This design comes from an exercise in tuning for small area, a short achievable clock period and few clock cycles per item on the open sky130 flow, not from production work.
The RTL was checked by simulation tests, not by an equivalence proof against the original design.

Setup of cedar:
// yuv2rgb
module yuv2rgb (
    input  wire       clk,
    input  wire       rst,
    input  wire       in_valid,
    output wire       in_ready,
    input  wire [7:0] in_y,
    input  wire [7:0] in_u,
    input  wire [7:0] in_v,
    output wire       out_valid,
    input  wire       out_ready,
    output wire [7:0] out_r,
    output wire [7:0] out_g,
    output wire [7:0] out_b,
    output wire [7:0] out_luma
);
clock: 16.0 ns
lec_check: 0
cap_margin: 20
core_margin: 2
core_utilization: 40
slew_margin: 20
synth_hierarchical: 1
synth_minimum_keep_size: 0
tns_end_percent: 10
standard.sh (not shown) runs the stock make flow with config.mk's settings and CLKGATE_MAP_FILE= SYNTH_SCRIPT=/design/flow/synth_recipe.tcl, a recipe that flattens the netlist after the stock synthesis.
==> flow/flow/run.sh <==
#!/bin/bash
# Standard ORFS layout (the standard.sh) with two changes in how it is made:
#  - the port buffers buffer_ports inserts are sky130_fd_sc_hd__buf_1 cells
#    (every input and output port still gets its own buffer);
#  - timing repair is asked to leave 11.0 ns of setup slack at the design's
#    16 ns clock, so the resizer works on the critical paths.
# Clock period, I/O constraints and all other steps are the standard ones.
set -euo pipefail
export BUFFER_PORTS_ARGS="-buffer_cell sky130_fd_sc_hd__buf_1"
bash standard.sh SETUP_SLACK_MARGIN=11.95 finish > standard_flow.log 2>&1
cedar finished every stage and its layout cleared the timing, DRC and antenna checks.
Testbench counts of cedar, summed over its fixed seeds: cycles 16,024, items 16,000.
Inputs modified between cedar and tundra:
--- a/flow/flow/run.sh
+++ b/flow/flow/run.sh
@@ -10 +10 @@
-bash standard.sh SETUP_SLACK_MARGIN=11.95 finish > standard_flow.log 2>&1
+bash standard.sh SETUP_SLACK_MARGIN=11.75 finish > standard_flow.log 2>&1
--- outcome ---
Layout overhead on the synthesized area, cedar and tundra: lower on tundra. Diff cedar -> tundra: register-to-register setup slack essentially unchanged. Comparing non-clock buffer count for cedar and tundra, the bigger number came from cedar. tundra and cedar ended up with roughly the same worst setup skew after layout. Comparing cedar with tundra, the hold slack came out essentially unchanged. Compared with cedar, in tundra cell area lower, non-clock buffer contribution to total cell area roughly the same, number of standard cells in the final layout excluding fillers roughly the same.
diff inputs: tundra => delta
--- a/flow/flow/run.sh
+++ b/flow/flow/run.sh
@@ -10 +10 @@
-bash standard.sh SETUP_SLACK_MARGIN=11.75 finish > standard_flow.log 2>&1
+bash standard.sh SETUP_SLACK_MARGIN=11.8 finish > standard_flow.log 2>&1
[summary]
- delta vs. tundra: routing usage on met3 went down by 0.18 points.
- delta vs tundra, multi-input combinational area share went up by 0.22 points.
- Aggregate routed wire length (higher): tundra

========
## build 66
Another version of the RTL of yuv2rgb (not shown whole).
Size in the first run: roughly 110 flip-flops, ~62 I/O pins, ~12000 sq um of cells after synthesis.
==> flow/config.mk <==
export PLATFORM = sky130hd
export DESIGN_NAME = yuv2rgb
export DESIGN_NICKNAME = yuv2rgb
export VERILOG_FILES = /design/flow/design.v
export SDC_FILE = /design/flow/constraint.sdc
export NUM_CORES = 4
export LEC_CHECK = 0
export CAP_MARGIN = 20
export CORE_MARGIN = 2
export CORE_UTILIZATION = 40
export SLEW_MARGIN = 20
export SYNTH_HIERARCHICAL = 1
export SYNTH_MINIMUM_KEEP_SIZE = 0
==> flow/constraint.sdc <==
create_clock -name core_clock -period 16.0 [get_ports {clk}]
set_input_delay 3.2000 -clock core_clock [delete_from_list [all_inputs] [get_ports {clk}]]
set_output_delay 3.2000 -clock core_clock [all_outputs]
set_load 0.01 [all_outputs]
==> flow/flow/run.sh <==
#!/bin/bash
# Standard ORFS layout (the standard.sh) with two changes in how it is made:
#  - the port buffers buffer_ports inserts are sky130_fd_sc_hd__buf_1 cells
#    (every input and output port still gets its own buffer);
#  - timing repair is asked to leave 11.0 ns of setup slack at the design's
#    16 ns clock, so the resizer works on the critical paths.
# Clock period, I/O constraints and all other steps are the standard ones.
set -euo pipefail
export BUFFER_PORTS_ARGS="-buffer_cell sky130_fd_sc_hd__buf_1"
bash standard.sh SETUP_SLACK_MARGIN=11.6 finish > standard_flow.log 2>&1
Build 66 closes out successfully: all stages finished, all timing, DRC and antenna checks passed.
Testbench counts of build 66, summed over its fixed seeds: cycles 16,024, items 16,000.
## Diff of input files: build 75 against build 66
-- flow/flow/run.sh --
<<< build 66, line 8
set -euo pipefail
export BUFFER_PORTS_ARGS="-buffer_cell sky130_fd_sc_hd__buf_1"
bash standard.sh SETUP_SLACK_MARGIN=11.6 finish > standard_flow.log 2>&1
>>> build 75, line 8
set -euo pipefail
export BUFFER_PORTS_ARGS="-buffer_cell sky130_fd_sc_hd__buf_1"
bash standard.sh SETUP_SLACK_MARGIN=11.0 finish > standard_flow.log 2>&1
Notes after the runs:
- Looking at minimum setup slack in the final design, build 75 sits 0.21 ns below build 66.
- Taking build 66 as the reference, in build 75 post-route fraction of the period consumed by the critical path climbed 1.3 points; length of routed met3 wiring dropped 5.3%.
- On clock network latency to the later pin of the worst-skew pair, build 66 tracks build 75 almost exactly.
Edits applied to the flow inputs when going from build 75 to build 45:
-- flow/flow/run.sh --
<<< build 75, line 8
set -euo pipefail
export BUFFER_PORTS_ARGS="-buffer_cell sky130_fd_sc_hd__buf_1"
bash standard.sh SETUP_SLACK_MARGIN=11.0 finish > standard_flow.log 2>&1
>>> build 45, line 8
set -euo pipefail
export BUFFER_PORTS_ARGS="-buffer_cell sky130_fd_sc_hd__buf_1"
bash standard.sh SETUP_SLACK_MARGIN=11.4 finish > standard_flow.log 2>&1
### Flow results
Build 45: full flow OK, the timing, DRC and antenna checks passed
In build 45, final cycle utilization of the critical path is lower than in build 75.
Compare build 45 and build 75 | first-pass GRT wire length lower: build 75
On reg2reg setup slack: between build 45 and build 75, it ends up higher for build 45.
Input-level comparison between build 8 and build 45:
# build 45
export LEC_CHECK = 0
export CAP_MARGIN = 20
export CORE_MARGIN = 2
export CORE_UTILIZATION = 40
export SLEW_MARGIN = 20
export SYNTH_HIERARCHICAL = 1
export SYNTH_MINIMUM_KEEP_SIZE = 0
create_clock -name core_clock -period 16.0 [get_ports {clk}]
# build 8
export LEC_CHECK = 0
export CAP_MARGIN = 20
export CORE_MARGIN = 2
export CORE_UTILIZATION = 40
export GPL_TIMING_DRIVEN = 1
export SLEW_MARGIN = 20
export SYNTH_HIERARCHICAL = 1
export SYNTH_MINIMUM_KEEP_SIZE = 0
create_clock -name core_clock -period 16.0 [get_ports {clk}]
Number of global-route vias before repair: build 45 vs build 8 identical
From build 8 to build 45, fmax did not move at all.
Re remaining antenna violation count: no difference whatsoever between build 8 and build 45.
Diff build 8..build 45 | H-tree level count | unchanged
As far as global-route track usage on met1 goes, build 8 and build 45 are indistinguishable; the numbers are identical.
## Diff of input files: build 15 against build 8
# build 8
export LEC_CHECK = 0
export CAP_MARGIN = 20
export CORE_MARGIN = 2
export CORE_UTILIZATION = 40
export GPL_TIMING_DRIVEN = 1
export SLEW_MARGIN = 20
export SYNTH_HIERARCHICAL = 1
export SYNTH_MINIMUM_KEEP_SIZE = 0
create_clock -name core_clock -period 16.0 [get_ports {clk}]
# build 15
export LEC_CHECK = 0
export CAP_MARGIN = 20
export CORE_MARGIN = 2
export CORE_UTILIZATION = 55
export SLEW_MARGIN = 20
export SYNTH_HIERARCHICAL = 1
export SYNTH_MINIMUM_KEEP_SIZE = 0
create_clock -name core_clock -period 16.0 [get_ports {clk}]
==> flow/flow/run.sh <==
#!/bin/bash
# Standard ORFS layout (the standard.sh) with these changes in how it is made:
#  - the port buffers buffer_ports inserts are sky130_fd_sc_hd__buf_1 cells
#    (every input and output port still gets its own buffer);
#  - clock tree synthesis runs with its standard options but without dummy loads;
#  - timing repair is asked to leave 11.4 ns of setup slack at the design's
#    16 ns clock, so the resizer works on the critical paths.
# Clock period, I/O constraints and all other steps are the standard ones.
set -euo pipefail
export BUFFER_PORTS_ARGS="-buffer_cell sky130_fd_sc_hd__buf_1"
export CTS_ARGS="-sink_clustering_enable -repair_clock_nets -dont_use_dummy_load"
bash standard.sh SETUP_SLACK_MARGIN=11.4 finish > standard_flow.log 2>&1
- For build 8 and build 15, there was not a single run that failed to finish clean.
- Total of plain and repair buffers excluding clock buffers, build 8 and build 15: lower on build 8
- On setup slack, build 8 and build 15 are basically level.
- Netlist area before placement came out exactly the same in build 8 and build 15.
- Between build 8 and build 15, the cell area does not differ in any meaningful way.

========
the previous run:
Another version of the RTL of yuv2rgb (not shown whole).
Size: roughly 960 cells after synthesis, ~110 flip-flops, ~62 I/O pins, about 13,000 sq um of cells after synthesis.
export LEC_CHECK = 0
export CAP_MARGIN = 20
export CORE_MARGIN = 2
export CORE_UTILIZATION = 40
export SLEW_MARGIN = 20
export SYNTH_HIERARCHICAL = 1
export SYNTH_MINIMUM_KEEP_SIZE = 0
create_clock -name core_clock -period 16.0 [get_ports {clk}]
==> flow/flow/run.sh <==
#!/bin/bash
# Standard ORFS layout (the standard.sh), with timing repair asked to leave
# 11 ns of setup slack at the design's 16 ns clock, so that the resizer works
# on the critical paths. Clock period, I/O constraints and all other steps are
# the standard ones.
set -euo pipefail
bash standard.sh SETUP_SLACK_MARGIN=11 finish > standard_flow.log 2>&1
The previous run went all the way through the flow, and no timing, DRC or antenna check failed.
Testbench counts of the previous run, summed over its fixed seeds: cycles 16,024, items 16,000.
## Diff of input files: the current run against the previous run
==> flow/flow/run.sh <==
#!/bin/bash
# Standard ORFS layout (the standard.sh) with two changes in how it is made:
#  - the port buffers buffer_ports inserts are sky130_fd_sc_hd__buf_1 cells
#    (every input and output port still gets its own buffer);
#  - timing repair is asked to leave 12 ns of setup slack at the design's
#    16 ns clock, so the resizer works on the critical paths.
# Clock period, I/O constraints and all other steps are the standard ones.
set -euo pipefail
export BUFFER_PORTS_ARGS="-buffer_cell sky130_fd_sc_hd__buf_1"
bash standard.sh SETUP_SLACK_MARGIN=12 finish > standard_flow.log 2>&1
diff --git a/flow/config.mk b/flow/config.mk
--- a/flow/config.mk
+++ b/flow/config.mk
@@ -10,2 +10,3 @@
 export CORE_UTILIZATION = 40
+export CTS_BUF_LIST = sky130_fd_sc_hd__clkbuf_8
 export SLEW_MARGIN = 20
--- outcome ---
The current run vs. the previous run: clock tree buffer depth roughly the same, number of clock buffers in the layout fell 1, routed wire length now larger, latest clock arrival within the worst-skew pair has increased.
The current run vs the previous run — worst setup slack rose 0.16 ns.
On CTS buffer count, the current run and the previous run are neck and neck.
In the reports for the current run and the previous run, the larger fraction of cell area in non-clock buffers belongs to the current run.
The current run | stages: all done | timing, DRC, antenna: all pass
The final layout from the previous run, which completed every stage, passed the timing, DRC and antenna checks at the end of the flow.
The lower via count of the current run and the previous run is in the previous run.
Going from the previous run to the current run, sequential cell area did not really move; share of cell area taken by flip-flops and latches went down.

separate check: timing with driven ports:
The flow's constraints put no driver on any port. The routed layouts listed below were extracted and timed again, unchanged, in two steps. Step 1 sets driving cells, clkbuf_16 on the clock port and buf_2 on the other inputs (assumed; they add their load-dependent delay and slew). Step 2, shift: input delay + t, output delay - t, t = (earliest + latest rising clock arrival at the registers) / 2. This alone moves slack from input paths to output paths. a / b / c = ideal / step 1 / step 2; a / b = the first two.
run | t (ns) | slack for setup (ns) | worst setup path after step 2 | worst data-port slew with drivers (ns) | pins driven straight from the clock port
cedar | 0.401 | 11.712 / 11.736 / 11.338 | input to register | 0.04 | 1
tundra | 0.400 | 11.728 / 11.731 / 11.354 | input to register | 0.04 | 1
delta | 0.400 | 11.733 / 11.733 / 11.387 | input to register | 0.04 | 1
build 66 | 0.399 | 11.406 / 11.406 / 11.406 | register to register | 0.05 | 1
build 75 | 0.403 | 11.193 / 11.193 / 11.193 | register to register | 0.04 | 1
build 45 | 0.411 | 11.332 / 11.332 / 11.262 | input to register | 0.05 | 1
build 8 | 0.411 | 11.332 / 11.332 / 11.262 | input to register | 0.05 | 1
build 15 | 0.404 | 11.330 / 11.330 / 11.221 | input to register | 0.04 | 1
the previous run | 0.405 | 11.128 / 11.121 / 11.128 | register to register | 0.05 | 1
the current run | 0.433 | 11.291 / 11.291 / 11.291 | register to register | 0.05 | 1
After both steps every run listed still meets setup and hold.
